What follows belongs to an exercise in optimizing a design on an open flow for small area, a short achievable clock period and few clock cycles per item; a production flow would make more cautious choices.
Function was checked by simulation only, so behaviour that the tests miss may differ from the original.

## flow/design.v (module list and top-level ports; edited modules follow where they fit)
// module hme_fsearch: 893 lines
module hme_fsearch (
    input  wire         clk,
    input  wire         rst,
    input  wire         start,
    input  wire [4:0]   grid_rows_m1,    
    input  wire [4:0]   grid_cols_m1,    
    output reg          busy,
    output reg          done,
    output wire         ref_req,
    output wire [8:0]   ref_y,
    output wire [8:0]   ref_x,
    input  wire [127:0] ref_row,
    output wire         tgt_req,
    output wire [8:0]   tgt_y,
    output wire [8:0]   tgt_x,
    input  wire [127:0] tgt_row,
    output reg          res_valid,
    output wire [4:0]   res_mb_row,
    output wire [4:0]   res_mb_col,
    output wire [4:0]   res_dy,
    output wire [4:0]   res_dx,
    output wire [15:0]  res_cost
);
  // ...
==> flow/flow/run.sh <==
#!/bin/bash
# The standard layout, with the smallest buffer (buf_1) on the ports
# instead of the one buffer_ports picks by default.
set -euo pipefail
cd "$(dirname "$0")/.."
export BUFFER_PORTS_ARGS="-buffer_cell sky130_fd_sc_hd__buf_1"
bash standard.sh > standard.log 2>&1
==> flow/standard.sh <==
#!/bin/bash
# synth_recipe.tcl (not shown) runs the flow's synth.tcl, then flattens the netlist and writes it again
# the make line also repeats each setting of config.mk as NAME=value (left out here)
make -C /OpenROAD-flow-scripts/flow DESIGN_CONFIG=/design/flow/config.mk WORK_HOME=/design/flow/orfs CLKGATE_MAP_FILE= SYNTH_SCRIPT=/design/flow/synth_recipe.tcl "${@:-finish}"
==> flow/config.mk <==
export PLATFORM = sky130hd
export DESIGN_NAME = hme_fsearch
export DESIGN_NICKNAME = hme_fsearch
export VERILOG_FILES = /design/flow/design.v
export SDC_FILE = /design/flow/constraint.sdc
export NUM_CORES = 4
export LEC_CHECK = 0
export CAP_MARGIN = 20
export CORE_MARGIN = 2
export CORE_UTILIZATION = 25
export CTS_CLUSTER_DIAMETER = 80
export CTS_CLUSTER_SIZE = 30
export PLACE_DENSITY = 0.5
export SLEW_MARGIN = 20
==> flow/constraint.sdc <==
create_clock -name core_clock -period 22.0 [get_ports {clk}]
set_input_delay 4.4000 -clock core_clock [delete_from_list [all_inputs] [get_ports {clk}]]
set_output_delay 4.4000 -clock core_clock [all_outputs]
set_load 0.01 [all_outputs]
==> run_results.csv, run 1 <==
group,metric,value,unit
synth,ys_types,92,
run_status,run_status,"complete, no violations",
place,port_buffers,341,
clocking,clock-sinks,279,
sta,fmax,0.1396,GHz
synth,syn_inst,2247,
hold_path,hold_depth,0,
grt,grt_pass1_wl,90200,µm
synth,synth.largest_area_cell,"dfxtp_1",
sta,worst_hold_slack,328.8,ps
synth,synth_common_cells,"379 x inv_1, 269 x dfxtp_1, 246 x ha_1, 200 x xnor2_1, 145 x nor2_1",
critical_path,crit_cells,11,
final_layout,buf_share,0.05468,
final_layout,utilization,0.2936,
route,remaining_drc_errors,0,
final_layout,largest_class,"multi-input gates",
synth,ys_seq_area_frac,0.2675,
grt,gr-usage-met2,0.2408,
critical_path,r2r-start,"d_cs[52]$_DFF_P_",
route,drt-pass1-iter-count,5,
route,viasPerCell,4.145,
sta,final_min_period_over_clock_period,0.3256,
route,ant_nets,0,
place,placed_area,0.02376,mm²
final_layout,final_area,0.02465,mm²
final_layout,diodes,0,
synth,synth_xor_area_frac,0.1305,
grt,grtUsageTotal,0.1344,
place,place_congestion,0.8570,
final_layout,multi_input_gates,1539,
critical_path,cp.required,17600,ps
run,max_cap_violations,0,
critical_path,critical_path_arrival,2760,ps
critical_path,crit_chain,"inv_1 -> ha_1 -> nor2b_1 -> o21ai_0 -> nand2b_1 -> a21o_1 -> a21o_1 -> a21o_1 -> a21oi_1 -> xnor2_1 -> buf_1",
Testbench counts, summed over its fixed seeds: cycles 198,758, mbs 298.
==> run 2, diff against run 1 <==
--- a/flow/design.v
+++ b/flow/design.v
@@ -63,27 +63,32 @@
     wire              s_out   = !l_in && !r_in;
     wire signed [5:0] a_inc   = g_a + g_st;
     wire signed [5:0] a_nx    = g_new ? ((s_out && !t_in) ? e_b : a_lo)
                                       : (s_out ? e_b : a_inc);
     wire              more    = s_out ? (g_a == e_t[4:0] && bt_in) : (g_a != a_hi[4:0]);
     wire              full_nx = g_new ? (t_in || s_out) : (s_out || a_inc == e_b);
     wire signed [5:0] b_nx    = full_nx ? b_lo : (l_in ? e_l : e_r);
     reg               r_v, x_v, d_v;
-    reg signed [4:0]  r_dy, x_dy, d_dy;
-    reg signed [4:0]  r_dx, x_dx, d_dx;
+    reg signed [5:0]  r_u;
+    reg signed [4:0]  r_nx;
+    reg signed [4:0]  x_dy, d_dy;
+    reg signed [4:0]  x_dx, d_dx;
     reg        [3:0]  r_row, x_row, d_row;
     reg        [15:0] r_acc, x_acc, d_acc;
     reg        [108-1:0] d_cs;
     wire [8:0] ty = {mb_r, 4'd0};
     wire [8:0] tx = {mb_c, 4'd0};
     assign ref_req = r_v;
     assign tgt_req = r_v;
-    assign ref_y   = ty + {5'd0, r_row} - {{4{r_dy[4]}}, r_dy};
-    assign ref_x   = tx - {{4{r_dx[4]}}, r_dx};
+    wire [4:0] mb_r_m1 = mb_r - 5'd1;
+    wire [4:0] mb_r_p1 = mb_r + 5'd1;
+    wire [4:0] mb_c_m1 = mb_c - 5'd1;
+    assign ref_y   = {r_u[5] ? mb_r_m1 : (r_u[4] ? mb_r_p1 : mb_r), r_u[3:0]};
+    assign ref_x   = {r_nx[4] ? mb_c_m1 : mb_c, r_nx[3:0]};
     assign tgt_y   = {mb_r, r_row};
     assign tgt_x   = tx;
     wire [15:0] sg;
     wire [7:0] df0, ad0;
     wire [8:0] bw0;
     assign bw0[0] = 1'b1;
     assign df0[0] = ref_row[0] ^ ~tgt_row[0];
     assign bw0[1] = (ref_row[0] & ~tgt_row[0]) | (ref_row[0] & bw0[0]) | (~tgt_row[0] & bw0[0]);
@@ -761,38 +766,42 @@
     wire [15:0] lose_s = {ls15, ls14, ls13, ls12, ls11, ls10, ls9, ls8, ls7, ls6, ls5, ls4, ls3, ls2, ls1, ls0};
     wire [15:0] lose_c = {lc15, lc14, lc13, lc12, lc11, lc10, lc9, lc8, lc7, lc6, lc5, lc4, lc3, lc2, lc1, lc0};
     wire [16:0] lose_t = {1'b0, lose_s} + {lose_c, 1'b0} + {16'd0, !ahead};
     wire lose   = lose_t[16];
     wire fin    = (d_row == 4'd15);
     wire cont   = d_v && !lose && !fin;
     wire win    = d_v && !lose && fin;
     wire take   = !cont && g_ok;
+    wire signed [5:0] u_cont  = {2'b00, d_row} + 6'sd1 - {d_dy[4], d_dy};
+    wire signed [4:0] nx_cont = ~d_dx + 5'sd1;
+    wire signed [5:0] u_take  = 6'sd0 - {g_a[4], g_a};
+    wire signed [4:0] nx_take = 5'sd0 - g_b;
     wire drained = run && g_done && !r_v && !x_v && !d_v;
     always @(posedge clk) begin
         x_v   <= r_v;
-        x_dy  <= r_dy;
-        x_dx  <= r_dx;
+        x_dy  <= r_row - r_u[4:0];
+        x_dx  <= 5'sd0 - r_nx;
         x_row <= r_row;
         x_acc <= r_acc;
         d_v   <= x_v;
         d_dy  <= x_dy;
         d_dx  <= x_dx;
         d_row <= x_row;
         d_acc <= x_acc;
         d_cs  <= cs_in;
         r_v <= cont || g_ok;
         if (cont) begin
-            r_dy  <= d_dy;
-            r_dx  <= d_dx;
+            r_u   <= u_cont;
+            r_nx  <= nx_cont;
             r_row <= d_row + 4'd1;
             r_acc <= acc_new;
         end else begin
-            r_dy  <= g_a;
-            r_dx  <= g_b;
+            r_u   <= u_take;
+            r_nx  <= nx_take;
             r_row <= 4'd0;
             r_acc <= 16'd0;
         end
         if (win) begin
             best_cost <= acc_new;
             best_dy   <= d_dy;
             best_dx   <= d_dx;
         end
==> flow/flow/run.sh (replaced) <==
#!/bin/bash
# The standard layout, with the smallest buffer (buf_1) on the ports
# instead of the one buffer_ports picks by default.
set -euo pipefail
cd "$(dirname "$0")/.."
export BUFFER_PORTS_ARGS="-buffer_cell sky130_fd_sc_hd__buf_1"
export SETUP_SLACK_MARGIN=15.6
bash standard.sh > standard.log 2>&1
==> run_results.csv, run 2 <==
group,metric,value,unit
route,via_count,16330,
clocking,cts_root_buf,"clkbuf_16",
clocking,clk_latency,560,ps
clocking,numCtsBuffers,22,
grt,grt_pass1_wl,95230,µm
clocking,clock-sinks,280,
synth,ys_types,88,
final_layout,utilization,0.3196,
route,drt-pass1-iter-count,5,
final_layout,final_cell_mix,"392 x inv_1, 327 x buf_1, 262 x dfxtp_1, 222 x ha_1, 164 x xnor2_1",
critical_path,crit_path_start,"d_cs[39]$_DFF_P_",
grt,grt_pass1_vias,16510,
clocking,htree_levels,1,
synth,synth_common_cells,"415 x inv_1, 270 x dfxtp_1, 250 x ha_1, 194 x xnor2_1, 164 x nor2_1",
place,place_congestion,0.8673,
grt,grtUsageTotal,0.1389,
final_layout,largest_reg_flops,108,
hold_path,hold_path.class,"reg2reg",
synth,synth_top_area_frac,0.2508,
final_layout,syn_to_final_growth,26.49,%
synth,ys_seq_area_frac,0.2648,
final_layout,drive_above_1_share,0.1517,
critical_path,cp-end-kind,"register",
sta,slew_headroom,0.2644,
grt,grt_overflow_total,0,
die,die_area,0.08856,mm²
synth,synth_area,0.02155,mm²
sta,final_min_period_over_clock_period,0.3003,
final_layout,nets,3381,
die,pin_count,346,
sta,fmax,0.1513,GHz
route,finalWirelength,63550,µm
synth,async_flop_share,0,
synth,synth.area.top_cells,"dfxtp_1 25%, ha_1 15%, fa_1 13%",
sta,period_needed,6608,ps
sta,tightest_slew,1099,ps
synth,synth-edff-count,10,
route,drt_iter0_markers,599,
synth,synth.largest_area_cell,"dfxtp_1",
critical_path,reg2reg_to,"g_a[0]$_SDFFE_PN0P_",
critical_path,cp.required,22410,ps
run,max_cap_violations,0,
route,viasPerCell,4.209,
sta,setup_tns,0,ps
final_layout,regMostFlops,"d_cs",
place,port_buffers,341,
sta,worst_hold_slack,330.5,ps
clocking,hold_buffers,0,
clocking,cts_tree,"built",
hold_path,hold_depth,0,
die,start_util,0.2527,
route,remaining_drc_errors,0,
die,rows,107,
critical_path,ff2ff_path_depth,24,
synth,syn_avg_cell_area,9.197,µm²
sta,final.setup_skew,24.34,ps
die,fp.dieW,297.6,µm
run_status,run_status,"complete, no violations",
place,dp_hpwl,52620,µm
route,wl_per_cell,16.38,µm
final_layout,final_common_cell,"inv_1",
route,ant_nets,0,
clocking,clk_pin_slew_worst_paths,80,ps
critical_path,startpoint_type,"register",
synth,synth.most_common_cell,"inv_1",
sta,final-max-slew-violation-count,0,
critical_path,path_class,"reg2reg",
synth,yosys_warnings,1,
synth,synth-seq-cells,280,
hold_path,hp-start,"x_dy[2]$_DFF_P_",
final_layout,fill_cells,8977,
critical_path,r2r_slack,15390,ps
grt,antenna_found_initial,2,
synth,synthFlopType,"dfxtp_1",
sta,setup_viol,0,
sta,rsz0062_at_grt,"yes",
clocking,cts_buffer_depth,3,
sta,hold_viol_final,0,
critical_path,r2r-start,"d_cs[39]$_DFF_P_",
critical_path,critical_path_arrival,7010,ps
final_layout,multi_input_area,0.01555,mm²
die,die_h,297.6,µm
die,core_area,0.08528,mm²
synth,syn_inst,2343,
critical_path,path_max_fanout,8,
grt,grt_max_degree,39,
final_layout,register_area,0.005720,mm²
hold_path,worstHoldEndpoint,"d_dy[2]$_DFF_P_",
-- run 2: cell count changes after synthesis, moves of 9 or more --
cell     delta
or3_1      -10
o21ai_0    +14
inv_1      +36
nand3_1     +9
xor2_1     +16
a21oi_1    +19
nor2_1     +19
-- run 2: worst max-delay path by stage --
stage | end | slack (ps)
after floorplan | d_cs[22]$_DFF_P_ | 15150
after global placement | g_rad[2]$_SDFFE_PN0P_ | 14540
after detailed placement | g_rad[2]$_SDFFE_PN0P_ | 14450
after CTS | g_a[0]$_SDFFE_PN0P_ | 15390
after global routing | g_a[0]$_SDFFE_PN0P_ | 15080
final | g_a[0]$_SDFFE_PN0P_ | 15390
-- run 2: per-stage QoR --
| stage | worst slack [ps] | cell area (µm²) | instances |
|---|---|---|---|
| global placement | 14540 | 25030 | 3768 |
| floorplan | 15150 | 22650 | 2346 |
| detailed placement | 14450 | 25030 | 3768 |
| finish | 15390 | 27260 | 3881 |
| global route | 15080 | 27260 | 3881 |
| CTS | 15390 | 26440 | 3842 |
-- run 2: what timing repair did --
item	in CTS	in global routing
buffers inserted	30	32
pin swaps	39	83
endpoints found under the setup margin	129	112
gates cloned	5	5
gates resized for setup	73	150
-- run 2: layout make-up --
cell class / count / share of cell area
diodes: 2 / 0.0001836
clock buffers: 25 / 0.02212
clock inverters: 14 / 0.008262
inverters: 417 / 0.06321
multi-input cells: 1590 / 0.5705
flip-flops and latches: 280 / 0.2099
well taps: 1144 / 0.05251
repair buffers: 409 / 0.07335
-- run 2: critical path, cell delays in order, from the launching register on --
cell and delay, ps:
dfxtp_2 330, inv_2 30, fa_1 540, inv_2 40, fa_1 450, fa_1 530
fa_1 430, fa_1 480, fa_1 530, inv_1 60, fa_1 490, inv_2 50
ha_4 270, nor4bb_4 180, o311ai_1 130, a22oi_1 280, mux2_4 340, o211ai_1 250
buf_6 180, buf_12 110, o22ai_4 70, a211oi_4 270, buf_12 160, mux2i_2 200
nor2_1 60
-- run 2: per-layer routing --
layer,global-route usage,vias up,part of all wire
met2,0.2601,312,0.52
li1,-,8304,-
met1,0.1678,7658,0.42
met5,0,-,0
met3,0.02060,60,0.038
met4,0.02477,0,0.018
-- run 2: cells by family after synthesis --
family,count (synthesis),share of synthesized area
flip-flops,280,0.2648
adder cells (fa/ha/maj),392,0.2771
AND/OR/NAND/NOR,467,0.1070
multiplexers,47,0.02270
AO/OA/AOI/OAI,353,0.1078
buffers and inverters,484,0.08947
XOR/XNOR,319,0.1310
other,1,0.0001740
Testbench counts of run 2, summed over its fixed seeds: cycles 198,758, mbs 298.
==> run 3, diff against run 2 <==
--- a/flow/flow/run.sh
+++ b/flow/flow/run.sh
@@ -5,4 +5,3 @@
 cd "$(dirname "$0")/.."
 export BUFFER_PORTS_ARGS="-buffer_cell sky130_fd_sc_hd__buf_1"
-export SETUP_SLACK_MARGIN=15.6
 bash standard.sh > standard.log 2>&1
==> run_results.csv, run 3 <==
group,metric,value,unit
sta,setup_tns,0,ps
grt,antenna_found_initial,2,
route,drt-pass1-iter-count,5,
synth,synth-simple-area-share,0.1070,
route,wl_per_cell,15.78,µm
sta,final-max-slew-violation-count,0,
sta,layout_setup_ws,14400,ps
clocking,clock-sinks,280,
critical_path,startpoint_type,"register",
die,pin_count,346,
final_layout,drive_above_1_share,0.03403,
clocking,htree_levels,1,
critical_path,critical_path_arrival,8060,ps
critical_path,cp-end-kind,"register",
synth,synth.area.mux_share,0.02270,
route,drt_iter0_markers,657,
grt,grtUsageTotal,0.1353,
final_layout,final_area,0.02491,mm²
final_layout,largest_reg_flops,108,
sta,hold_viol_final,0,
synth,synth_compound_area_frac,0.1078,
synth,synth-seq-cells,280,
clocking,numCtsBuffers,24,
critical_path,cp_slowest_cell,"fa_1",
place,pre_cts_ws,14110,ps
critical_path,r2r_slack,14400,ps
synth,synth_common_cells,"415 x inv_1, 270 x dfxtp_1, 250 x ha_1, 194 x xnor2_1, 164 x nor2_1",
clocking,clk_pin_slew_worst_paths,110,ps
critical_path,crit_path_start,"d_cs[39]$_DFF_P_",
critical_path,crit_chain,"inv_1 -> fa_1 -> inv_1 -> fa_1 -> fa_1 -> fa_1 -> fa_1 -> fa_1 -> inv_1 -> fa_1 -> inv_1 -> ha_1 -> nor4bb_1 -> o311ai_0 -> a22oi_1 -> mux2_2 -> o211ai_1 -> buf_4 -> o22ai_1 -> a2111oi_4 -> a21oi_1 -> a31o_2",
hold_path,hp-start,"x_row[3]$_DFF_P_",
critical_path,reg2reg_to,"g_rad[2]$_SDFFE_PN0P_",
synth,synthFlopType,"dfxtp_1",
final_layout,final_common_cell,"inv_1",
synth,synth_top_area_frac,0.2508,
synth,yosys_warnings,1,
clocking,cts_buffer_depth,3,
final_layout,syn_to_final_growth,15.61,%
route,ant_nets,0,
critical_path,cp-endpoint,"g_rad[2]$_SDFFE_PN0P_",
route,via_count,15870,
synth,synth_xor_area_frac,0.1310,
synth,synth_fa_ha_area_frac,0.2771,
die,rows,107,
synth,syn_inst,2343,
critical_path,cp_common_cell,"fa_1",
synth,syn_avg_cell_area,9.197,µm²
sta,final.setup_skew,31.95,ps
route,viasPerCell,4.153,
route,finalWirelength,60280,µm
critical_path,r2r-start,"d_cs[39]$_DFF_P_",
die,die_h,297.6,µm
place,port_buffers,341,
die,die_area,0.08856,mm²
hold_path,hold_path.class,"reg2reg",
final_layout,utilization,0.2921,
clocking,cts_resized,0,
die,fp.dieW,297.6,µm
critical_path,cp.required,22460,ps
clocking,cts_tree,"built",
critical_path,ff2ff_path_depth,22,
critical_path,path_max_fanout,34,
synth,ys_types,88,
clocking,hold_buffers,0,
place,dp_hpwl,51670,µm
critical_path,path_class,"reg2reg",
sta,fmax,0.1316,GHz
sta,final_min_period_over_clock_period,0.3455,
final_layout,nets,3317,
grt,grt_pass1_wl,93210,µm
critical_path,max_stage_delay,570,ps
run_status,run_status,"complete, no violations",
sta,setup_viol,0,
synth,synth.most_common_cell,"inv_1",
die,start_util,0.2527,
clocking,cts_root_buf,"clkbuf_16",
die,core_area,0.08528,mm²
final_layout,final_cell_mix,"415 x inv_1, 341 x buf_1, 270 x dfxtp_1, 250 x ha_1, 194 x xnor2_1",
sta,rsz0062_at_grt,"no",
grt,grt_pass1_vias,16200,
run,max_cap_violations,0,
sta,period_needed,7602,ps
grt,grt_max_degree,42,
place,place_congestion,0.8544,
grt,grt_overflow_total,0,
sta,tightest_slew,1075,ps
clocking,post_cts_buffers,0,
clocking,clk_latency,580,ps
synth,synth_area,0.02155,mm²
synth,async_flop_share,0,
sta,slew_headroom,0.2805,
place,placed_area,0.02399,mm²
synth,ys_seq_area_frac,0.2648,
synth,synth-edff-count,10,
synth,synth.area.top_cells,"dfxtp_1 25%, ha_1 15%, fa_1 13%",
final_layout,regMostFlops,"d_cs",
route,remaining_drc_errors,0,
synth,synth.largest_area_cell,"dfxtp_1",
synth,synth_top_family_by_area,"adder cells",
-- run 3: metrics by stage --
stage                     std cells  hold slack, ps
after global placement         3774           310.0
after global routing           3818           310.3
after CTS                      3818           313.8
after detailed placement       3774           312.8
after floorplan                2346           309.6
final                          3820           317.8
-- run 3: cell type report --
type                            count  area (µm²)
Antenna cell                        2       5.005
Clock buffer                       26       629.4
Clock inverter                     18       289.0
Fill cell                        9214       60370
Inverter                          417        1565
Multi-Input combinational cell   1582       13930
Sequential cell                   280        5705
Tap cell                         1144        1431
Timing Repair Buffer              351        1355
-- run 3: worst max-delay path: cells and delay by family (launching register included) --
kind	cells	cell delay (ps)
compound gates	7	1970
simple gates	1	240
buf+inv	5	690
flops	1	320
mux	1	380
fa+ha+maj	8	3850
-- run 3: worst min path at each step --
stage                       endpoint  cells past startpoint
CTS                 d_row[3]$_DFF_P_                      0
finish              d_row[3]$_DFF_P_                      0
global placement    x_acc[4]$_DFF_P_                      0
global route        d_row[3]$_DFF_P_                      0
floorplan           d_acc[0]$_DFF_P_                      0
detailed placement   d_dx[0]$_DFF_P_                      0
-- run 3: logic make-up (layout without fill, tap and decap cells) --
kind of cell / count (synthesis) / count (layout)
muxes: 47 / 47
AOI/OAI and AO/OA: 353 / 353
adders and majority gates: 392 / 392
buffers and inverters: 484 / 812
DFF: 280 / 280
other: 1 / 6
xor gates and xnor gates: 319 / 319
and+or+nand+nor: 467 / 467
-- run 3: per-layer routing --
layer  vias to the layer above  track usage  share of wire
met5                         -            0        0.00018
met4                         2      0.02718          0.021
met3                        64      0.02359          0.043
met2                       318       0.2497           0.51
met1                      7322       0.1632           0.42
li1                       8159            -              -
==> run 4, diff against run 3 <==
--- a/flow/flow/run.sh
+++ b/flow/flow/run.sh
@@ -5,3 +5,4 @@
 cd "$(dirname "$0")/.."
 export BUFFER_PORTS_ARGS="-buffer_cell sky130_fd_sc_hd__buf_1"
+export SETUP_SLACK_MARGIN=15.0
 bash standard.sh > standard.log 2>&1
==> run_results.csv, run 4 <==
group,metric,value,unit
run_status,run_status,"complete, no violations",
final_layout,regMostFlops,"d_cs",
sta,final.setup_skew,42.40,ps
place,placed_area,0.02398,mm²
sta,setup_viol,0,
final_layout,nets,3330,
final_layout,fill_cells,9221,
grt,grt_pass1_wl,94200,µm
grt,antenna_found_initial,1,
synth,ys_types,88,
synth,synthFlopType,"dfxtp_1",
route,ant_nets,0,
critical_path,cp-end-kind,"register",
die,pin_count,346,
synth,yosys_warnings,1,
place,dpl.cell_count,3770,
sta,setup_tns,0,ps
synth,synth.most_common_cell,"inv_1",
grt,grt_overflow_total,0,
synth,synth-seq-cells,280,
synth,synth_common_cells,"415 x inv_1, 270 x dfxtp_1, 250 x ha_1, 194 x xnor2_1, 164 x nor2_1",
critical_path,path_max_fanout,7,
critical_path,critical_path_arrival,7300,ps
sta,hold_viol_final,0,
sta,rsz0062_at_grt,"yes",
final_layout,drive_above_1_share,0.04617,
synth,ys_seq_area_frac,0.2648,
route,drt-pass1-iter-count,5,
route,wl_per_cell,16.12,µm
final_layout,final_cell_mix,"415 x inv_1, 341 x buf_1, 270 x dfxtp_1, 249 x ha_1, 194 x xnor2_1",
sta,final-max-slew-violation-count,0,
final_layout,syn_to_final_growth,16.72,%
final_layout,final_common_cell,"inv_1",
synth,synth_top_area_frac,0.2508,
die,fp.dieW,297.6,µm
place,place_congestion,0.8629,
final_layout,largest_reg_flops,108,
final_layout,fin_cells,3831,
synth,synth.area.mux_share,0.02270,
sta,fmax,0.1466,GHz
synth,synth_compound_area_frac,0.1078,
synth,synth_area,0.02155,mm²
critical_path,cp_slowest_cell,"fa_1",
grt,grtUsageTotal,0.1374,
synth,synth-edff-count,10,
final_layout,utilization,0.2949,
synth,async_flop_share,0,
sta,tightest_slew,887.4,ps
synth,synth_fa_ha_area_frac,0.2771,
synth,synth.area.top_cells,"dfxtp_1 25%, ha_1 15%, fa_1 13%",
clocking,cts_root_buf,"clkbuf_16",
route,viasPerCell,4.213,
sta,worst_hold_slack,319.8,ps
critical_path,crit_chain,"buf_1 -> inv_1 -> ha_1 -> o21bai_1 -> a21oi_1 -> o21bai_1 -> a21oi_1 -> a21oi_1 -> nor2_1 -> o21bai_1 -> a21oi_4 -> xnor2_1 -> fa_1 -> ha_1",
synth,syn_inst,2343,
critical_path,max_stage_delay,530,ps
die,die_area,0.08856,mm²
critical_path,cp.required,22480,ps
route,finalWirelength,61760,µm
sta,period_needed,6823,ps
clocking,clock-sinks,280,
synth,synth.largest_area_cell,"dfxtp_1",
clocking,htree_levels,1,
route,remaining_drc_errors,0,
clocking,hold_buffers,0,
grt,grt_max_degree,42,
critical_path,path_class,"in2reg",
die,core_area,0.08528,mm²
clocking,numCtsBuffers,23,
die,start_util,0.2527,
synth,synth_xor_area_frac,0.1310,
die,rows,107,
run,max_cap_violations,0,
sta,final_min_period_over_clock_period,0.3101,
final_layout,final_area,0.02515,mm²
synth,synth_top_family_by_area,"adder cells",
route,drt_iter0_markers,573,
route,via_count,16140,
clocking,cts_buffer_depth,3,
clocking,clk_latency,580,ps
synth,syn_avg_cell_area,9.197,µm²
clocking,clk_pin_slew_worst_paths,110,ps
critical_path,startpoint_type,"input port",
die,die_h,297.6,µm
place,port_buffers,341,
place,dp_hpwl,52640,µm
sta,slew_headroom,0.3931,
synth,synth-simple-area-share,0.1070,
clocking,cts_tree,"built",
grt,grt_pass1_vias,16300,
hold_path,hold_path.class,"reg2reg",
[run 4: cell counts after synthesis]
No cell type changed its count.
[run 4: layout make-up]
type	instances	area, µm²	area share
inverter	417	1565	0.06223
clock buffer	23	575.6	0.02288
antenna	1	2.502	0.00009949
sequential	280	5705	0.2268
multi-input combinational	1584	14100	0.5605
timing repair buffer	363	1459	0.05800
clock inverter	19	315.3	0.01254
tap	1144	1431	0.05691
[run 4: timing repair]
item / in CTS / in global routing
endpoints found under the hold margin: 0 / 0
resized for setup: 6 / 21
gates cloned: 1 / 2
pin swaps: 3 / 9
endpoints found under the setup margin: 55 / 64
setup buffers: 7 / 6
[run 4: routing by layer]
| metal | vias up | GRT usage | share of wire |
|---|---|---|---|
| met5 | - | 0 | 0.00018 |
| met4 | 2 | 0.01864 | 0.012 |
| met3 | 47 | 0.02198 | 0.043 |
| met2 | 325 | 0.2586 | 0.52 |
| met1 | 7564 | 0.1663 | 0.42 |
| li1 | 8203 | - | - |
[run 4: final timing paths]
check                                 startpoint                     to  slack, ps  depth (start not counted)
worst max-delay path                  ref_row[0]       d_cs[22]$_DFF_P_      15180                         14
worst min-delay path            x_acc[9]$_DFF_P_       d_acc[9]$_DFF_P_        320                          0
worst max register to register  d_cs[91]$_DFF_P_  g_rad[0]$_SDFFE_PN0P_      15260                         23
worst min register to register  x_acc[9]$_DFF_P_       d_acc[9]$_DFF_P_        320                          0
[run 4: cells by family after synthesis]
family,after synthesis
fa+ha+maj,392
flops,280
other cells,1
buf+inv,484
simple gates,467
mux,47
compound gates,353
xor+xnor,319
[run 4: critical path: cells and delay by family]
family	cells	cell delay, ps
xor+xnor	1	190
fa+ha+maj	3	1070
simple gates	1	80
buf+inv	2	110
compound gates	7	1450
[run 4: per-stage QoR]
step | setup WS, ps
after CTS | 15000
after floorplan | 15030
after global placement | 14170
after detailed placement | 14170
after global routing | 14910
final | 15180
==> run 5, diff against run 4 <==
--- a/flow/flow/run.sh
+++ b/flow/flow/run.sh
@@ -5,4 +5,4 @@
 cd "$(dirname "$0")/.."
 export BUFFER_PORTS_ARGS="-buffer_cell sky130_fd_sc_hd__buf_1"
-export SETUP_SLACK_MARGIN=15.0
+export SETUP_SLACK_MARGIN=15.2
 bash standard.sh > standard.log 2>&1
==> run_results.csv, run 5 <==
group,metric,value,unit
critical_path,r2r_slack,15320,ps
critical_path,path_class,"reg2reg",
final_layout,diodes,0,
grt,grtUsageTotal,0.1360,
final_layout,drive_above_1_share,0.06266,
clocking,hold_buffers,0,
clocking,clock-sinks,280,
hold_path,hold_path.class,"reg2reg",
synth,synth-seq-cells,280,
run,max_cap_violations,0,
critical_path,critical_path_arrival,7090,ps
place,dpl.cell_count,3770,
grt,grt_pass1_wl,93470,µm
sta,final.setup_skew,38.75,ps
route,viasPerCell,4.189,
synth,synth_area,0.02155,mm²
critical_path,cp-end-kind,"register",
sta,setup_tns,0,ps
synth,ys_types,88,
sta,hold_viol_final,0,
die,rows,107,
grt,antenna_found_initial,0,
grt,grt_overflow_total,0,
sta,period_needed,6681,ps
final_layout,regMostFlops,"d_cs",
route,ant_nets,0,
route,drt_iter0_markers,648,
sta,setup_viol,0,
final_layout,fill_cells,9113,
final_layout,final_area,0.02543,mm²
sta,fmax,0.1497,GHz
route,via_count,16090,
clocking,numCtsBuffers,22,
final_layout,nets,3343,
route,drt-pass1-iter-count,5,
synth,ys_seq_area_frac,0.2648,
synth,async_flop_share,0,
route,finalWirelength,61370,µm
synth,synth.area.top_cells,"dfxtp_1 25%, ha_1 15%, fa_1 13%",
die,pin_count,346,
place,dp_hpwl,51900,µm
grt,grt_max_degree,39,
synth,synth_top_area_frac,0.2508,
clocking,cts_tree,"built",
die,start_util,0.2527,
critical_path,cp.required,22410,ps
clocking,htree_levels,1,
synth,syn_avg_cell_area,9.197,µm²
place,pre_cts_ws,14430,ps
run_status,run_status,"complete, no violations",
critical_path,path_max_fanout,5,
synth,synth.most_common_cell,"inv_1",
sta,rsz0062_at_grt,"yes",
final_layout,syn_to_final_growth,18.02,%
final_layout,fin_cells,3841,
synth,synth_common_cells,"415 x inv_1, 270 x dfxtp_1, 250 x ha_1, 194 x xnor2_1, 164 x nor2_1",
sta,final-max-slew-violation-count,0,
final_layout,largest_reg_flops,108,
sta,slew_headroom,0.3001,
critical_path,startpoint_type,"register",
place,placed_area,0.02416,mm²
synth,synthFlopType,"dfxtp_1",
place,place_congestion,0.8584,
synth,syn_inst,2343,
synth,yosys_warnings,1,
sta,tightest_slew,1046,ps
die,core_area,0.08528,mm²
final_layout,final_common_cell,"inv_1",
die,die_h,297.6,µm
die,fp.dieW,297.6,µm
final_layout,final_cell_mix,"409 x inv_1, 340 x buf_1, 268 x dfxtp_1, 245 x ha_1, 193 x xnor2_1",
route,wl_per_cell,15.98,µm
critical_path,ff2ff_path_depth,22,
grt,grt_pass1_vias,16550,
route,remaining_drc_errors,0,
die,die_area,0.08856,mm²
clocking,clk_pin_slew_worst_paths,90,ps
hold_path,hold_depth,0,
clocking,clk_latency,580,ps
sta,final_min_period_over_clock_period,0.3037,
place,port_buffers,341,
synth,synth.largest_area_cell,"dfxtp_1",
synth,synth-edff-count,10,
clocking,cts_buffer_depth,3,
sta,layout_setup_ws,15320,ps
clocking,cts_root_buf,"clkbuf_16",
-- run 5: changes by cell type in the layout (fill, tap and decap cells not counted), sizes merged --
cell and delta:
clkinv -4, diode -1, buf +13, inv +2
-- run 5: critical path, stage by stage (launching register included) --
cell,delay (ps)
dfxtp_2,330
inv_2,30
fa_1,550
inv_2,60
fa_1,480
fa_1,570
fa_1,430
fa_1,480
fa_1,540
inv_2,50
fa_1,480
inv_2,50
ha_4,270
nor4bb_4,170
o311ai_1,130
a22oi_1,310
mux2_4,340
o211ai_1,240
buf_6,190
o21ai_2,70
or4_4,550
mux2i_1,150
nor2_1,50
-- run 5: final timing paths --
check	from	to
setup reg to reg	d_cs[39]$_DFF_P_	g_rad[0]$_SDFFE_PN0P_
hold reg to reg	x_dx[2]$_DFF_P_	d_dx[2]$_DFF_P_
hold / removal	x_dx[2]$_DFF_P_	d_dx[2]$_DFF_P_
setup / recovery	d_cs[39]$_DFF_P_	g_rad[0]$_SDFFE_PN0P_
-- run 5: per-stage QoR --
stage          utilization  hold slack [ps]
2_1_floorplan            -            309.6
3_3_place_gp        0.2833            310.1
3_5_place_dp        0.2833            312.1
4_1_cts             0.2950            334.8
5_1_grt             0.2982            338.9
6_report            0.2982            327.6
-- run 5: cell families after synthesis --
logic type,count (synthesis),synth area share
AO/OA/AOI/OAI,353,0.1078
XOR/XNOR,319,0.1310
adder cells (fa/ha/maj),392,0.2771
buffers and inverters,484,0.08947
flip-flops,280,0.2648
multiplexers,47,0.02270
other,1,0.0001740
AND/OR/NAND/NOR,467,0.1070
-- run 5: timing repair --
item                                    4_1_cts  5_1_grt
pin swaps                                    13       12
gates resized for setup                      13       36
endpoints found under the setup margin       50       78
cloned                                        2        1
buffers inserted                             15       14
-- run 5: area by class of cell --
class / instances / area [µm²] / share of cell area
clock buffers: 22 / 550.5 / 0.02165
flip-flops and latches: 280 / 5708 / 0.2244
repair buffers: 377 / 1595 / 0.06273
multi-input cells: 1584 / 14310 / 0.5626
well taps: 1144 / 1431 / 0.05628
clock inverters: 17 / 259.0 / 0.01018
inverters: 417 / 1580 / 0.06214
-- run 5: layer usage --
metal,vias to the layer above,GRT usage,part of all wire
met5,-,0,0
met4,0,0.02621,0.020
met3,51,0.02264,0.047
met2,326,0.2561,0.51
met1,7502,0.1610,0.42
li1,8212,-,-

-- separate check: timing with driven ports --
Ports are ideal in the flow. The routed layouts listed here were re-timed in OpenROAD. Step 1, drivers: a clkbuf_16 drives clk and a buf_2 each remaining input, both assumed. Step 2 moves the port delays by t, midway between the first and last clock arrival at a register: inputs arrive t later, outputs are due t later. That takes back most of the time a late clock gives input paths. Slacks: ideal / step 1 / step 2; pairs: ideal / step 1.
run | t (ns) | setup WS [ns] | hold slack, ns | worst setup path after step 2
run 1 | 0.627 | 14.836 / 14.776 / 14.332 | 0.329 / 0.329 / 0.329 | input to register
run 2 | 0.610 | 15.392 / 15.392 / 15.031 | 0.331 / 0.331 / 0.331 | input to register
run 3 | 0.618 | 14.399 / 14.399 / 14.165 | 0.318 / 0.318 / 0.318 | input to register
run 4 | 0.621 | 15.177 / 15.215 / 14.593 | 0.320 / 0.320 / 0.320 | input to register
run 5 | 0.619 | 15.319 / 15.319 / 14.777 | 0.328 / 0.328 / 0.328 | input to register
After both steps setup and hold are still met in every run listed. For run 4, which loses most, drivers alone change the setup slack by +0.038 ns; drivers and shift together by -0.584 ns.
